From an optimization exercise on the open Yosys and OpenROAD flow, aimed at small area, a short achievable clock period and few clock cycles; shortcuts taken in it are not production practice.
Where RTL was checked, it was by simulation tests only, not by an equivalence proof against the original.
No functional check of the RTL was part of runs 1 and 2.

===== flow/run.sh =====
#!/bin/bash
# synth_recipe.tcl (not shown) runs the flow's synth.tcl, then flattens the netlist and writes it again
# the make line also repeats each setting of config.mk as NAME=value (left out here)
make -C /OpenROAD-flow-scripts/flow DESIGN_CONFIG=/design/flow/config.mk WORK_HOME=/design/flow/orfs CLKGATE_MAP_FILE= SYNTH_SCRIPT=/design/flow/synth_recipe.tcl finish

===== flow/config.mk =====
export PLATFORM = sky130hd
export DESIGN_NAME = crc_memchk
export DESIGN_NICKNAME = crc_memchk
export VERILOG_FILES = /design/flow/design.v
export SDC_FILE = /design/flow/constraint.sdc
export NUM_CORES = 4
export LEC_CHECK = 0
export CAP_MARGIN = 20
export CORE_MARGIN = 2
export CORE_UTILIZATION = 40
export PLACE_DENSITY = 0.6
export SETUP_SLACK_MARGIN = 3.6
export SLEW_MARGIN = 20

===== flow/constraint.sdc =====
create_clock -name core_clock -period 6.0 [get_ports {clk}]
set_input_delay 1.2000 -clock core_clock [delete_from_list [all_inputs] [get_ports {clk}]]
set_output_delay 1.2000 -clock core_clock [all_outputs]
set_load 0.01 [all_outputs]

===== flow/design.v =====
module crc_memchk (
    input  wire        clk,
    input  wire        rst,            
    input  wire        cmd_valid,
    output wire        cmd_ready,
    input  wire [31:0] cmd_word,
    input  wire [31:0] cmd_addr,
    input  wire [31:0] cmd_len,
    input  wire [31:0] cmd_ref,
    output wire        mem_req,
    output wire        mem_space,      
    output wire [31:0] mem_addr,
    input  wire        mem_gnt,
    input  wire        mem_rvalid,
    input  wire [15:0] mem_rdata,
    output reg         rsp_valid,
    output reg         rsp_err,
    output reg         rsp_mismatch,
    output wire [31:0] rsp_result,
    output reg         crc_fault
);
    function [31:0] crc32_16;           
        input [31:0] r;
        input [15:0] w;
        integer k;
        begin
            crc32_16 = r ^ {16'd0, w};
            for (k = 0; k < 16; k = k + 1)
                crc32_16 = crc32_16[0] ? ((crc32_16 >> 1) ^ 32'hEDB88320) : (crc32_16 >> 1);
        end
    endfunction
    function [15:0] crc16_16;           
        input [15:0] r;
        input [15:0] w;
        integer k;
        begin
            crc16_16 = r ^ w;
            for (k = 0; k < 16; k = k + 1)
                crc16_16 = crc16_16[15] ? ({crc16_16[14:0], 1'b0} ^ 16'h1021)
                                        : {crc16_16[14:0], 1'b0};
        end
    endfunction
    localparam [31:0] Q32_ODD = ~32'hF0958FD9;
    reg         idle;         
    reg         chk_ph;       
    reg         rd;           
    reg         req;
    reg  [1:0]  infl;         
    reg         fin;          
    reg  [15:0] a;            
    reg  [15:0] n;            
    reg  [31:0] ref_val;
    reg         sp, w32, chk;
    reg         hdr_ok;       
    reg  [7:0]  d_hi, d_lo;   
    reg         ph;           
    reg         dv, dlast;
    reg  [31:0] q;            
    assign cmd_ready  = idle;
    assign mem_req    = req;
    assign mem_space  = sp;
    assign mem_addr   = {16'd0, a};
    assign rsp_result = q;
    wire [7:0] op       = cmd_word[7:0];
    wire       op_known = (op == 8'h01) || (op == 8'h02) ||
                          (op == 8'h11) || (op == 8'h12);
    wire       in_ok    = op_known && (cmd_word[31:9] == 23'd0) &&
                          (cmd_addr[31:16] == 16'd0) && (cmd_len[31:16] == 16'd0);
    wire [16:0] c_end    = {1'b0, a} + {1'b0, n};
    wire        range_ok = sp ? (c_end <= 17'h00800)
                              : (!a[0] && !n[0] && (c_end <= 17'h08000));
    wire        cmd_ok   = hdr_ok && range_ok;
    wire [15:0] words    = sp ? n : {1'b0, n[15:1]};
    wire        nonempty = (n != 16'd0);
    wire       grant   = req && mem_gnt;
    wire       n_one   = (n == 16'd1);
    wire       rd_next = chk_ph ? (cmd_ok && nonempty) : (rd && !(grant && n_one));
    wire [1:0] infl_next = infl + {1'b0, grant} - {1'b0, mem_rvalid};
    reg [31:0] q_next;
    always @* begin
        if (w32)
            q_next = ~crc32_16(~q, {d_hi, d_lo});
        else
            q_next = {16'd0, crc16_16(q[15:0], {d_lo, d_hi})};
    end
    wire mismatch = chk && (q != ref_val);
    always @(posedge clk) begin
        if (chk_ph) begin
            d_hi <= 8'd0;
        end else if (mem_rvalid) begin
            d_hi <= sp ? mem_rdata[7:0] : mem_rdata[15:8];
            d_lo <= sp ? d_hi : mem_rdata[7:0];
        end
        if (idle) begin
            a       <= cmd_addr[15:0];
            n       <= cmd_len[15:0];
            ref_val <= cmd_ref;
            sp      <= cmd_word[8];
            w32     <= cmd_word[1];
            chk     <= cmd_word[4];
            hdr_ok  <= in_ok;
        end else if (chk_ph) begin
            n <= words;
        end else if (grant) begin
            a <= a + (sp ? 16'd1 : 16'd2);
            n <= n - 16'd1;
        end
        if (chk_ph)
            q <= (w32 && sp && n[0]) ? Q32_ODD : 32'd0;
        else if (dv)
            q <= q_next;
        if (rst) begin
            idle         <= 1'b1;
            chk_ph       <= 1'b0;
            rd           <= 1'b0;
            req          <= 1'b0;
            infl         <= 2'd0;
            ph           <= 1'b0;
            fin          <= 1'b0;
            dv           <= 1'b0;
            dlast        <= 1'b0;
            rsp_valid    <= 1'b0;
            rsp_err      <= 1'b0;
            rsp_mismatch <= 1'b0;
            crc_fault    <= 1'b0;
        end else begin
            dv    <= mem_rvalid && (ph || !sp);
            ph    <= chk_ph ? n[0] : (ph ^ mem_rvalid);
            dlast <= mem_rvalid && !rd && (infl == 2'd1);
            rd    <= rd_next;
            req   <= (req && !mem_gnt) || (rd_next && (infl_next != 2'd3));
            infl  <= infl_next;
            chk_ph <= idle && cmd_valid;
            fin   <= (chk_ph && cmd_ok && !nonempty) || (dv && dlast);
            rsp_valid <= fin || (chk_ph && !cmd_ok);
            rsp_err   <= !fin;
            rsp_mismatch <= mismatch;
            if (fin && mismatch)
                crc_fault <= 1'b1;
            if (idle)
                idle <= !cmd_valid;
            else if ((chk_ph && (!cmd_ok || !nonempty)) || (dv && dlast))
                idle <= 1'b1;
        end
    end
endmodule

==> key figures, run 1 <==
Status
  – Status: finished clean

Final layout
  – Area of the multi-input gates: 0.00634 mm²
  – Synthesis-to-layout area growth: 62.0%
  – Most common library cell in the layout ignoring fill and taps: sky130_fd_sc_hd__clkdlybuf4s50_1
  – Filler Cell Count: roughly 1.7k
  – Post-layout utilization of the core: around two thirds
  – FF+latch area: 0.00369 mm²
  – Final std cell area, no fill: around 0.015 mm²
  – Highest-count cells in the layout ignoring fill and taps: sky130_fd_sc_hd__clkdlybuf4s50_1 (147), sky130_fd_sc_hd__buf_4 (128), sky130_fd_sc_hd__xnor2_1 (123), sky130_fd_sc_hd__edfxtp_1 (108), sky130_fd_sc_hd__buf_6 (62)
  – Fraction of final layout cells with drive strength greater than 1: 32.4%
  – Number of nets in the layout: approximately 1.4k

Setup path
  – Cell with the biggest individual delay on the critical path: sky130_fd_sc_hd__edfxtp_1
  – Delay of the slowest critical-path stage: 460 ps
  – Worst path depth: 9
  – Cells along the critical path: ha_1, a21o_1, a22o_1, o211a_1, nor4_1, nand4_1, a2111oi_4, o31a_1, o31ai_1
  – Cells on worst reg2reg path: 9
  – Reg2reg setup slack: 2970 ps
  – Critical path class: reg -> reg
  – Data arrival at the endpoint of the critical path: 3310 ps
  – CP top delay family: compound AO/OA/AOI/OAI gates
  – Reg2Reg Launch Point: a[3]
  – Worst setup path startpoint: a[3]
  – CP required: 6280 ps
  – Startpoint class of the critical path: flip-flop
  – Buffer and inverter count on the worst path: 0
  – FF-to-FF End: rsp_valid
  – Worst Path Max Fanout: 6
  – Worst setup path end: rsp_valid
  – Critical path capture point type: flip-flop

Synth
  – Post-synthesis cell count: 847
  – Number of distinct library cells after synthesis: 61
  – Ranking of synthesized cells by area: sky130_fd_sc_hd__edfxtp_1 (36%), sky130_fd_sc_hd__xnor2_1 (17%), sky130_fd_sc_hd__dfxtp_1 (4.8%)
  – Fraction of synthesis flops using an asynchronous set or reset pin: 0%
  – Part of the Yosys area used for sequential elements: 40.4%
  – Leading area contributor after synthesis: sky130_fd_sc_hd__edfxtp_1
  – Ys flop type: sky130_fd_sc_hd__edfxtp_1
  – Mapped Area: 0.00911 mm²
  – Share of the synthesized area in the top cell type: 35.6%
  – Number of synthesis warnings: 1
  – FF+latch count, synth: 130
  – Syn Area/Cell: about 11 µm²
  – Number of enable-type register cells in the synthesized netlist: 108

Floorplan
  – Die outline height: 155 µm
  – Num ports: 220
  – Die width: 155 µm
  – Standard-cell row count: 55
  – Area of the core: 0.0225 mm²
  – Starting density of the core: 40.5%
  – Total Die Area: 0.0240 mm²

Job
  – Number of maximum-capacitance violations: 0

Route
  – Vias after detailed routing: 8092
  – Post-DR wirelength/cell: between 20 and 25 µm
  – Initial DRC count: 501
  – Routed Wire Length: 32600 µm
  – Detail Route Antenna Nets: 0
  – Post-detailed-route DRC marker count: 0
  – Post-DR vias/cell: 5.28
  – Iteration count of the initial detailed-routing pass: 5

STA
  – Final Max Slew Viols: 0
  – Final period utilization: 50.5%
  – Highest attainable clock frequency: 0.330 GHz
  – Slew at the pin closest to its max-slew limit: roughly 870 ps
  – Setup TNS Final: 0 ps
  – Setup repair after global routing missed its margin: yes
  – Relative slew margins: between 40% and 50%
  – Count of final setup violators: 0
  – Final critical-path setup slack: 2970 ps
  – Min Tclk post-route: 3030 ps
  – Total count of hold-check failures in the final report: 0
  – Worst Clk Skew: 10.5 ps

Global route
  – Initial antenna violation count: 1
  – Via count of the first global-routing pass: 7821
  – Largest net degree at the start of global routing: 72
  – Global route overflow: 0
  – Total routing resource utilization after global routing: approximately 26%
  – First-pass GRT wire length: 45800 µm

Placement
  – DPL Wire Length: approximately 20000 µm
  – Number of input and output port buffers inserted: ~200
  – Setup WS pre-CTS: approximately 2300 ps
  – Placed inst area: 0.0116 mm²
  – Weighted congestion at the end of routability-driven global placement: about 0.85

CTS
  – Hold buffer count at cts: 0
  – CTS tree: built
  – Number of buffers created by CTS: 17
  – CTS H-tree depth: 4
  – Clock latency of the later-clocked register in the worst-skew pair: 430 ps
  – Clock edge transition at the registers on the reported setup and hold paths: 70 ps
  – Cell at the root of the clock tree: sky130_fd_sc_hd__clkbuf_16
  – Clock Path Buffers: 2
  – Sinks on Clock Net: 130

Hold path
  – Kind of path behind the tightest hold check: reg -> reg
through the flow:
step	hold WS, ps	std cells
2_1_floorplan	398	862
3_3_place_gp	421	1312
3_5_place_dp	428	1312
4_1_cts	443	1484
5_1_grt	459	1532
6_report	437	1533
cell type report:
type	count	share of cell area (%)
diodes	1	0.0170
flip-flops and latches	130	25.0
multi-input cells	676	42.9
repair buffers	396	25.0
clock inverters	15	1.37
inverters	13	0.356
clock buffers	17	2.88
well taps	285	2.42
metal layers:
metal	vias to the layer above	global-route usage, %	part of all wire (%)
met1	3896	32.6	41
met5	-	0	0
li1	3772	-	-
met4	0	8.73	3.8
met3	73	6.94	7.6
met2	351	42.0	48
repair_timing:
item | 4_1_cts | 5_1_grt
resized for setup | 208 | 123
setup buffers | 139 | 48
setup endpoints to repair | 125 | 70
pin swaps | 48 | 65
cloned | 1 | 0
worst min path at each step:
stage	startpoint	endpoint	slack [ps]	depth (start not counted)
after floorplan	rd	dlast	400	1
after global placement	rd	dlast	420	1
after detailed placement	rd	dlast	430	1
after CTS	rd	dlast	440	1
after global routing	rd	dlast	460	1
final	rd	dlast	440	1
cells in the mapped netlist, types with 4 or more instances:
library cell	number
sky130_fd_sc_hd__xnor2_1	179
sky130_fd_sc_hd__edfxtp_1	108
sky130_fd_sc_hd__nor2_1	55
sky130_fd_sc_hd__nand2_1	50
sky130_fd_sc_hd__o21ai_0	48
sky130_fd_sc_hd__xor2_1	43
sky130_fd_sc_hd__a21oi_1	24
sky130_fd_sc_hd__ha_1	23
sky130_fd_sc_hd__dfxtp_1	22
sky130_fd_sc_hd__nor4_1	22
sky130_fd_sc_hd__a211oi_1	21
sky130_fd_sc_hd__clkbuf_1	21
sky130_fd_sc_hd__buf_4	16
sky130_fd_sc_hd__nand4_1	16
sky130_fd_sc_hd__xnor2_2	16
sky130_fd_sc_hd__inv_1	13
sky130_fd_sc_hd__o21ai_1	13
sky130_fd_sc_hd__mux2_2	12
sky130_fd_sc_hd__mux2i_1	12
sky130_fd_sc_hd__nand3_1	12
sky130_fd_sc_hd__nand2b_1	9
sky130_fd_sc_hd__nor3_1	9
sky130_fd_sc_hd__a21o_1	8
sky130_fd_sc_hd__and3_1	8
sky130_fd_sc_hd__nor2b_1	7
sky130_fd_sc_hd__buf_1	6
sky130_fd_sc_hd__xnor2_4	6
sky130_fd_sc_hd__a31oi_1	5
sky130_fd_sc_hd__or3_1	5
sky130_fd_sc_hd__xnor3_1	5
sky130_fd_sc_hd__a2111oi_0	4
flip-flops by register name (all words and copies together), names as in the netlist, 2 cells and up:
signal,flops
a,16
n,16
q,32
d_hi,8
ref_val,32
infl,2
d_lo,8
logic make-up (layout without fill, tap and decap cells):
kind of cell             after synthesis  after routing  share of synthesized area, %
other                                  1             17                        0.0412
buffers and inverters                 56            441                          2.97
multiplexers                          24             24                          2.80
AND/OR/NAND/NOR                      207            207                          11.2
flip-flops                           130            130                          40.4
XOR/XNOR                             255            255                          28.7
AO/OA/AOI/OAI                        149            149                          10.2
adder cells (fa/ha/maj)               25             25                          3.60
==> run 2: changes to the inputs <==
--- a/flow/config.mk
+++ b/flow/config.mk
@@ -9,5 +9,5 @@
 export CORE_MARGIN = 2
 export CORE_UTILIZATION = 40
 export PLACE_DENSITY = 0.6
-export SETUP_SLACK_MARGIN = 3.6
+export SETUP_SLACK_MARGIN = 3.0
 export SLEW_MARGIN = 20
==> run 2 against run 1 <==
Via count decreased by 13%; critical endpoint is now rd; worst hold slack got worse by 9.4 ps; synthesized cell count unchanged; synthesized area unchanged; clock skew decreased by 2.0 ps; worst setup slack got worse by 25 ps.
==> key figures, run 2 <==
Status
  – Status: finished clean

Setup path
  – Critical path capture point type: flip-flop
  – Cell with the biggest individual delay on the critical path: sky130_fd_sc_hd__edfxtp_1
  – CP required: 6370 ps
  – Cells along the critical path: ha_1, a211oi_1, o21ai_1, a221oi_4, mux2i_1, o211ai_1, buf_4, nor4_2, o31a_1, a31o_2
  – Worst setup path startpoint: a[5]
  – Delay of the slowest critical-path stage: between 400 and 500 ps
  – Critical path class: reg -> reg
  – Reg2Reg Launch Point: a[5]
  – Buffer and inverter count on the worst path: 1
  – Worst Path Max Fanout: 9
  – Startpoint class of the critical path: flip-flop
  – Data arrival at the endpoint of the critical path: 3420 ps
  – CP top delay family: compound AO/OA/AOI/OAI gates

Placement
  – Placed insts: 1312
  – Weighted congestion at the end of routability-driven global placement: 0.895
  – Setup WS pre-CTS: 2200 ps
  – Number of input and output port buffers inserted: about 200
  – Placed inst area: 0.0114 mm²
  – DPL Wire Length: 20000 µm

Route
  – Vias after detailed routing: 7005
  – Met2 wirelength from detailed routing: 12500 µm
  – Post-detailed-route DRC marker count: 0
  – Met3 Routed Length: roughly 1600 µm
  – Post-DR wirelength/cell: 19.6 µm
  – Max Used Layer: met4
  – Iteration count of the initial detailed-routing pass: 5
  – Met1 Wirelength: ~13000 µm
  – Detail Route Antenna Nets: 0
  – Post-DR vias/cell: 5.11
  – Initial DRC count: 517
  – Routed Wire Length: 26800 µm

Global route
  – Via count of the first global-routing pass: 7261
  – Initial antenna violation count: 0
  – First-pass GRT wire length: 41400 µm
  – Global route overflow: 0
  – Total routing resource utilization after global routing: between 20% and 30%
  – Largest net degree at the start of global routing: 93

CTS
  – CTS H-tree depth: 4
  – Cell at the root of the clock tree: sky130_fd_sc_hd__clkbuf_16
  – Sinks on Clock Net: 130
  – CTS tree: built
  – Clock latency of the later-clocked register in the worst-skew pair: 420 ps
  – Clock Path Buffers: 2
  – Number of buffers created by CTS: 17
  – Clock edge transition at the registers on the reported setup and hold paths: 60 ps

Hold path
  – Launch instance of the worst min-delay path: rd
  – Kind of path behind the tightest hold check: reg -> reg

Synth
  – Leading area contributor after synthesis: sky130_fd_sc_hd__edfxtp_1
  – Number of enable-type register cells in the synthesized netlist: 108
  – Fraction of synthesis flops using an asynchronous set or reset pin: 0%
  – Mapped Area: 0.00911 mm²
  – Most frequently used cell type in the post-synthesis netlist: sky130_fd_sc_hd__xnor2_1
  – Post-synthesis cell count: 847
  – Leading cell types by count after synthesis: sky130_fd_sc_hd__xnor2_1 (179), sky130_fd_sc_hd__edfxtp_1 (108), sky130_fd_sc_hd__nor2_1 (55)
  – FF+latch count, synth: 130
  – Ranking of synthesized cells by area: sky130_fd_sc_hd__edfxtp_1 (36%), sky130_fd_sc_hd__xnor2_1 (17%), sky130_fd_sc_hd__dfxtp_1 (4.8%)
  – Share of the synthesized area in the top cell type: 35.6%
  – Number of synthesis warnings: 1
  – Part of the Yosys area used for sequential elements: 40.4%
  – Number of distinct library cells after synthesis: 61
  – Ys flop type: sky130_fd_sc_hd__edfxtp_1
  – Syn Area/Cell: ~11 µm²

STA
  – Worst Clk Skew: 8.52 ps
  – Total count of hold-check failures in the final report: 0
  – Slew at the pin closest to its max-slew limit: a little over 1000 ps
  – WHS: 428 ps
  – Final critical-path setup slack: 2940 ps
  – Min Tclk post-route: 3060 ps
  – Final period utilization: around half
  – Count of final setup violators: 0
  – Setup TNS Final: 0 ps
  – Highest attainable clock frequency: 0.327 GHz
  – Final Max Slew Viols: 0
  – Relative slew margins: 32.5%
  – Setup repair after global routing missed its margin: yes

Floorplan
  – Standard-cell row count: 55
  – Area of the core: 0.0225 mm²
  – Num ports: 220
  – Total Die Area: 0.0240 mm²
  – Starting density of the core: 40.5%
  – Die width: 155 µm
  – Die outline height: around 150 µm

Final layout
  – Most common library cell in the layout ignoring fill and taps: sky130_fd_sc_hd__clkdlybuf4s50_1
  – Area of the multi-input gates: 0.00541 mm²
  – # diodes: 0
  – Synthesis-to-layout area growth: 34.8%
  – Highest-count cells in the layout ignoring fill and taps: sky130_fd_sc_hd__clkdlybuf4s50_1 (202), sky130_fd_sc_hd__xnor2_1 (175), sky130_fd_sc_hd__edfxtp_1 (108), sky130_fd_sc_hd__nor2_1 (55), sky130_fd_sc_hd__nand2_1 (50)
  – Fraction of final layout cells with drive strength greater than 1: 11.1%
  – Filler Cell Count: between 1.5k and 2k
  – Number of nets in the layout: 1246
  – FF+latch area: 0.00369 mm²
  – Final std cell area, no fill: 0.0123 mm²
  – Number of non-filler instances in the completed layout: around 1.4k
  – Leading registers by flop count: q x32, ref_val x32
  – Post-layout utilization of the core: a little over half

Job
  – Number of maximum-capacitance violations: 0
## run 2: cell counts after synthesis
No cell type changed its count.
## run 2: path summary, 6_finish.rpt
check	slack [ps]	cells after the start	end
max	2940	10	rd
min	430	1	dlast
max reg2reg	2940	10	rd
min reg2reg	430	1	dlast
## run 2: per-layer routing
metal	vias up	track usage [%]
met3	16	4.21
li1	3454	-
met2	223	36.2
met5	-	0
met4	0	6.00
met1	3312	32.0
## run 2: timing repair
| action | in CTS | in global routing |
|---|---|---|
| pin swaps | 11 | 9 |
| setup buffers | 16 | 10 |
| endpoints found under the hold margin | 0 | 0 |
| gates resized for setup | 21 | 11 |
| hold buffers | 0 | 0 |
| setup endpoints to repair | 17 | 20 |
## run 2: cells by family after synthesis
logic type      Yosys count  synth area share, %
buf+inv                  56                 2.97
mux                      24                 2.80
fa+ha+maj                25                 3.60
flops                   130                 40.4
compound gates          149                 10.2
xor+xnor                255                 28.7
simple gates            207                 11.2
other cells               1               0.0412
## run 2: cell type report
| type | instances | area share [%] |
|---|---|---|
| Clock buffer | 26 | 3.90 |
| Clock inverter | 6 | 0.265 |
| Inverter | 13 | 0.397 |
| Multi-Input combinational cell | 676 | 44.0 |
| Sequential cell | 130 | 30.0 |
| Tap cell | 285 | 2.90 |
| Timing Repair Buffer | 234 | 18.5 |
==> run 3: changes to the inputs <==
--- a/flow/design.v
+++ b/flow/design.v
@@ -19,28 +19,27 @@
     output wire [31:0] rsp_result,
     output reg         crc_fault
 );
-    function [31:0] crc32_16;           
+    function [31:0] crc32_8;            
         input [31:0] r;
-        input [15:0] w;
+        input [7:0]  b;
         integer k;
         begin
-            crc32_16 = r ^ {16'd0, w};
-            for (k = 0; k < 16; k = k + 1)
-                crc32_16 = crc32_16[0] ? ((crc32_16 >> 1) ^ 32'hEDB88320) : (crc32_16 >> 1);
+            crc32_8 = r ^ {24'd0, b};
+            for (k = 0; k < 8; k = k + 1)
+                crc32_8 = crc32_8[0] ? ((crc32_8 >> 1) ^ 32'hEDB88320) : (crc32_8 >> 1);
         end
     endfunction
-    function [15:0] crc16_16;           
+    function [15:0] crc16_8;            
         input [15:0] r;
-        input [15:0] w;
+        input [7:0]  b;
         integer k;
         begin
-            crc16_16 = r ^ w;
-            for (k = 0; k < 16; k = k + 1)
-                crc16_16 = crc16_16[15] ? ({crc16_16[14:0], 1'b0} ^ 16'h1021)
-                                        : {crc16_16[14:0], 1'b0};
+            crc16_8 = r ^ {b, 8'd0};
+            for (k = 0; k < 8; k = k + 1)
+                crc16_8 = crc16_8[15] ? ({crc16_8[14:0], 1'b0} ^ 16'h1021)
+                                      : {crc16_8[14:0], 1'b0};
         end
     endfunction
-    localparam [31:0] Q32_ODD = ~32'hF0958FD9;
     reg         idle;         
     reg         chk_ph;       
     reg         rd;           
@@ -52,8 +51,7 @@
     reg  [31:0] ref_val;
     reg         sp, w32, chk;
     reg         hdr_ok;       
-    reg  [7:0]  d_hi, d_lo;   
-    reg         ph;           
+    reg  [15:0] d;            
     reg         dv, dlast;
     reg  [31:0] q;            
     assign cmd_ready  = idle;
@@ -79,18 +77,14 @@
     reg [31:0] q_next;
     always @* begin
         if (w32)
-            q_next = ~crc32_16(~q, {d_hi, d_lo});
+            q_next = sp ? ~crc32_8(~q, d[7:0]) : ~crc32_8(crc32_8(~q, d[7:0]), d[15:8]);
         else
-            q_next = {16'd0, crc16_16(q[15:0], {d_lo, d_hi})};
+            q_next = {16'd0, sp ? crc16_8(q[15:0], d[7:0])
+                                : crc16_8(crc16_8(q[15:0], d[7:0]), d[15:8])};
     end
     wire mismatch = chk && (q != ref_val);
     always @(posedge clk) begin
-        if (chk_ph) begin
-            d_hi <= 8'd0;
-        end else if (mem_rvalid) begin
-            d_hi <= sp ? mem_rdata[7:0] : mem_rdata[15:8];
-            d_lo <= sp ? d_hi : mem_rdata[7:0];
-        end
+        d <= mem_rdata;
         if (idle) begin
             a       <= cmd_addr[15:0];
             n       <= cmd_len[15:0];
@@ -106,7 +100,7 @@
             n <= n - 16'd1;
         end
         if (chk_ph)
-            q <= (w32 && sp && n[0]) ? Q32_ODD : 32'd0;
+            q <= 32'd0;
         else if (dv)
             q <= q_next;
         if (rst) begin
@@ -115,7 +109,6 @@
             rd           <= 1'b0;
             req          <= 1'b0;
             infl         <= 2'd0;
-            ph           <= 1'b0;
             fin          <= 1'b0;
             dv           <= 1'b0;
             dlast        <= 1'b0;
@@ -124,8 +117,7 @@
             rsp_mismatch <= 1'b0;
             crc_fault    <= 1'b0;
         end else begin
-            dv    <= mem_rvalid && (ph || !sp);
-            ph    <= chk_ph ? n[0] : (ph ^ mem_rvalid);
+            dv    <= mem_rvalid;
             dlast <= mem_rvalid && !rd && (infl == 2'd1);
             rd    <= rd_next;
             req   <= (req && !mem_gnt) || (rd_next && (infl_next != 2'd3));
--- a/flow/config.mk
+++ b/flow/config.mk
@@ -9,5 +9,4 @@
 export CORE_MARGIN = 2
 export CORE_UTILIZATION = 40
 export PLACE_DENSITY = 0.6
-export SETUP_SLACK_MARGIN = 3.0
 export SLEW_MARGIN = 20
==> run 3 against run 2 <==
Still clean; fmax decreased by 24%; sequential cell count is 1 lower; design area is 3.0% lower; synthesized area down 0.32%; via count is 8.0% higher; clock-buffer cell count decreased by 8; sequential share of layout area decreased by 2.6 points; critical path type unchanged; largest cell class unchanged.
==> key figures, run 3 <==
Route
  – Post-detailed-route DRC marker count: 0
  – Post-DR vias/cell: 5.33
  – Routed Wire Length: between 20000 and 30000 µm
  – Iteration count of the initial detailed-routing pass: 5
  – Vias after detailed routing: 7565
  – Initial DRC count: 531
  – Detail Route Antenna Nets: 0
  – Post-DR wirelength/cell: 19.7 µm

STA
  – Final Max Slew Viols: 0
  – WHS: 468 ps
  – Worst Clk Skew: 12.7 ps
  – Final period utilization: between 60 and 70%
  – Highest attainable clock frequency: 0.248 GHz
  – Final critical-path setup slack: 1960 ps
  – Setup repair after global routing missed its margin: no
  – Total count of hold-check failures in the final report: 0
  – Relative slew margins: around a third
  – Slew at the pin closest to its max-slew limit: approximately 1000 ps
  – Setup TNS Final: 0 ps
  – Min Tclk post-route: 4040 ps
  – Count of final setup violators: 0

Synth
  – Share of the synthesized area in the top cell type: 22.5%
  – Post-synthesis cell count: 929
  – Mapped Area: slightly above 0.009 mm²
  – Syn Area/Cell: just under 10 µm²
  – Ranking of synthesized cells by area: sky130_fd_sc_hd__edfxtp_1 (22%), sky130_fd_sc_hd__xnor2_1 (15%), sky130_fd_sc_hd__dfxtp_1 (13%)
  – Number of distinct library cells after synthesis: 63
  – Number of synthesis warnings: 1
  – Part of the Yosys area used for sequential elements: 35.9%
  – Fraction of synthesis flops using an asynchronous set or reset pin: 0%
  – Most frequently used cell type in the post-synthesis netlist: sky130_fd_sc_hd__xnor2_1
  – Ys flop type: sky130_fd_sc_hd__edfxtp_1
  – Leading cell types by count after synthesis: sky130_fd_sc_hd__xnor2_1 (155), sky130_fd_sc_hd__nor2_1 (78), sky130_fd_sc_hd__edfxtp_1 (68)
  – FF+latch count, synth: 129
  – Number of enable-type register cells in the synthesized netlist: just under 70
  – Leading area contributor after synthesis: sky130_fd_sc_hd__edfxtp_1

Final layout
  – Most common library cell in the layout ignoring fill and taps: sky130_fd_sc_hd__clkdlybuf4s50_1
  – # diodes: 0
  – Leading registers by flop count: q x32, ref_val x32
  – Fraction of final layout cells with drive strength greater than 1: 6.27%
  – Number of nets in the layout: roughly 1.3k
  – Number of non-filler instances in the completed layout: 1418
  – Synthesis-to-layout area growth: 31.2%
  – Highest-count cells in the layout ignoring fill and taps: sky130_fd_sc_hd__clkdlybuf4s50_1 (203), sky130_fd_sc_hd__xnor2_1 (155), sky130_fd_sc_hd__nor2_1 (78), sky130_fd_sc_hd__edfxtp_1 (68)

Status
  – Status: finished clean

Floorplan
  – Area of the core: approximately 0.022 mm²
  – Die outline height: between 150 and 200 µm
  – Num ports: 220
  – Total Die Area: ~0.024 mm²
  – Die width: ~150 µm
  – Starting density of the core: a little over 40%
  – Standard-cell row count: 55

CTS
  – Clock Path Buffers: 2
  – CTS tree: built
  – Hold buffer count at cts: 0
  – CTS H-tree depth: 4
  – Cell at the root of the clock tree: sky130_fd_sc_hd__clkbuf_16
  – Post-CTS setup buffer count: 0
  – Sinks on Clock Net: 129
  – Number of buffers created by CTS: 17
  – Post-CTS resize count: 0
  – Clock latency of the later-clocked register in the worst-skew pair: 430 ps
  – Clock edge transition at the registers on the reported setup and hold paths: about 70 ps

Setup path
  – CP required: 6300 ps
  – CP top delay family: compound AO/OA/AOI/OAI gates
  – Cells on worst reg2reg path: 11
  – Startpoint class of the critical path: flip-flop
  – Critical path capture point type: flip-flop
  – Reg2reg setup slack: 1960 ps
  – Buffer and inverter count on the worst path: 0
  – Reg2Reg Launch Point: n[0]
  – Critical path class: reg -> reg
  – FF-to-FF End: idle
  – Cells along the critical path: ha_1, fa_1, a211o_1, a2111oi_0, o311ai_0, a211oi_1, a41oi_1, o21ai_0, nor4bb_1, or3_1, a31oi_1
  – Delay of the slowest critical-path stage: between 700 and 800 ps
  – Data arrival at the endpoint of the critical path: 4340 ps
  – Worst Path Max Fanout: 5
  – Cell with the biggest individual delay on the critical path: sky130_fd_sc_hd__a2111oi_0

Global route
  – Total routing resource utilization after global routing: 23.6%
  – Global route overflow: 0
  – Via count of the first global-routing pass: approximately 7.5k
  – Largest net degree at the start of global routing: just over 80
  – Initial antenna violation count: 0
  – First-pass GRT wire length: 43000 µm

Hold path
  – Kind of path behind the tightest hold check: reg -> reg
  – WHS Endpoint: crc_fault
  – Launch instance of the worst min-delay path: crc_fault
  – Number of instances on the worst hold path: 2

Placement
  – Setup WS pre-CTS: 2070 ps
  – Placed insts: 1386
  – DPL Wire Length: between 20000 and 25000 µm
  – Weighted congestion at the end of routability-driven global placement: 0.895
  – Number of input and output port buffers inserted: 203

Job
  – Number of maximum-capacitance violations: 0
[run 3: cell types whose count changed in the layout (fill, tap and decap cells not counted), sizes merged, moves of 10 or more]
cell,previous run,this run
edfxtp,108,68
dfxtp,22,61
xnor2,201,167
a21oi,24,49
buf,31,7
xor2,47,71
nor2,55,78
nand2,50,66
inv,13,23
nor3,9,19
[run 3: kinds of logic (layout without fill, tap and decap cells)]
| kind of cell | after synthesis | in the layout | share of synthesized area, % |
|---|---|---|---|
| AO/OA/AOI/OAI | 196 | 196 | 13.5 |
| adder cells (fa/ha/maj) | 25 | 25 | 3.61 |
| multiplexers | 10 | 10 | 1.28 |
| other | 1 | 16 | 0.0413 |
| buffers and inverters | 71 | 260 | 3.61 |
| flip-flops | 129 | 129 | 35.9 |
| AND/OR/NAND/NOR | 241 | 241 | 12.4 |
| XOR/XNOR | 256 | 256 | 29.5 |
[run 3: final cells by class]
type                       instances  area (µm²)
multi-input combinational        744        5550
clock inverter                    14         154
tap                              285         357
sequential                       129        3270
clock buffer                      18         439
inverter                          18        67.6
timing repair buffer             210        2080
fill                            2076       10500
[run 3: layer usage]
layer	vias up	global-route usage [%]	part of all wire (%)
li1	3658	-	-
met1	3566	30.1	43
met2	280	39.0	48
met3	61	4.88	5.5
met4	0	9.52	3.6
met5	-	0	0
[run 3: how the worst max path moves through the flow]
stage / start / cells after the start / endpoint / slack, ps
after CTS: a[0] / 11 / idle / 2040
after floorplan: a[0] / 11 / rd / 2580
after global routing: n[0] / 11 / fin / 1570
after global placement: a[0] / 11 / idle / 2130
after detailed placement: a[0] / 11 / idle / 2070
final: n[0] / 11 / idle / 1960
[run 3: metrics by stage]
stage	utilization, %	cell area (µm²)
after floorplan	-	9140
after global placement	50.5	11300
after detailed placement	50.5	11300
after CTS	53.1	11900
after global routing	53.1	11900
final	53.1	11900
[run 3: tightest hold or removal path, cell delays in order (launching register included)]
cell	delay, ps
sky130_fd_sc_hd__dfxtp_1	310
sky130_fd_sc_hd__inv_1	40
sky130_fd_sc_hd__o21ai_0	70
Testbench counts of run 3, summed over its fixed seeds: cycles 51,823.

## afterwards: timing with drivers on the ports
The results above use ideal ports. As a check the final layouts listed here were re-extracted and re-timed, cells and wires unchanged.
Step 1 (the two cells are an assumption about what drives the block):
set clk [get_ports {clk}]
set_driving_cell -lib_cell sky130_fd_sc_hd__clkbuf_16 $clk
set_driving_cell -lib_cell sky130_fd_sc_hd__buf_2 [delete_from_list [all_inputs] $clk]
Step 2 also shifts input and output timing later by t, the mid clock arrival at the registers, as if the neighbouring blocks saw the same clock.
a / b / c = ideal ports / drivers / drivers and shift; a / b = the first two.
run | t (ns) | setup slack, ns | worst setup path at the end | worst register clock-pin slew, ns | worst data-port slew with drivers (ns)
run 1 | 0.475 | 2.970 / 2.970 / 2.910 | input to register | 0.07 / 0.07 | 0.09
run 2 | 0.466 | 2.945 / 2.945 / 2.654 | input to register | 0.06 / 0.06 | 0.08
run 3 | 0.473 | 1.963 / 1.963 / 1.963 | register to register | 0.07 / 0.07 | 0.08
After both steps setup and hold are still met in every run listed. The setup slack of run 2, which loses most, moves by 0.000 ns with the drivers and by -0.291 ns with both steps.
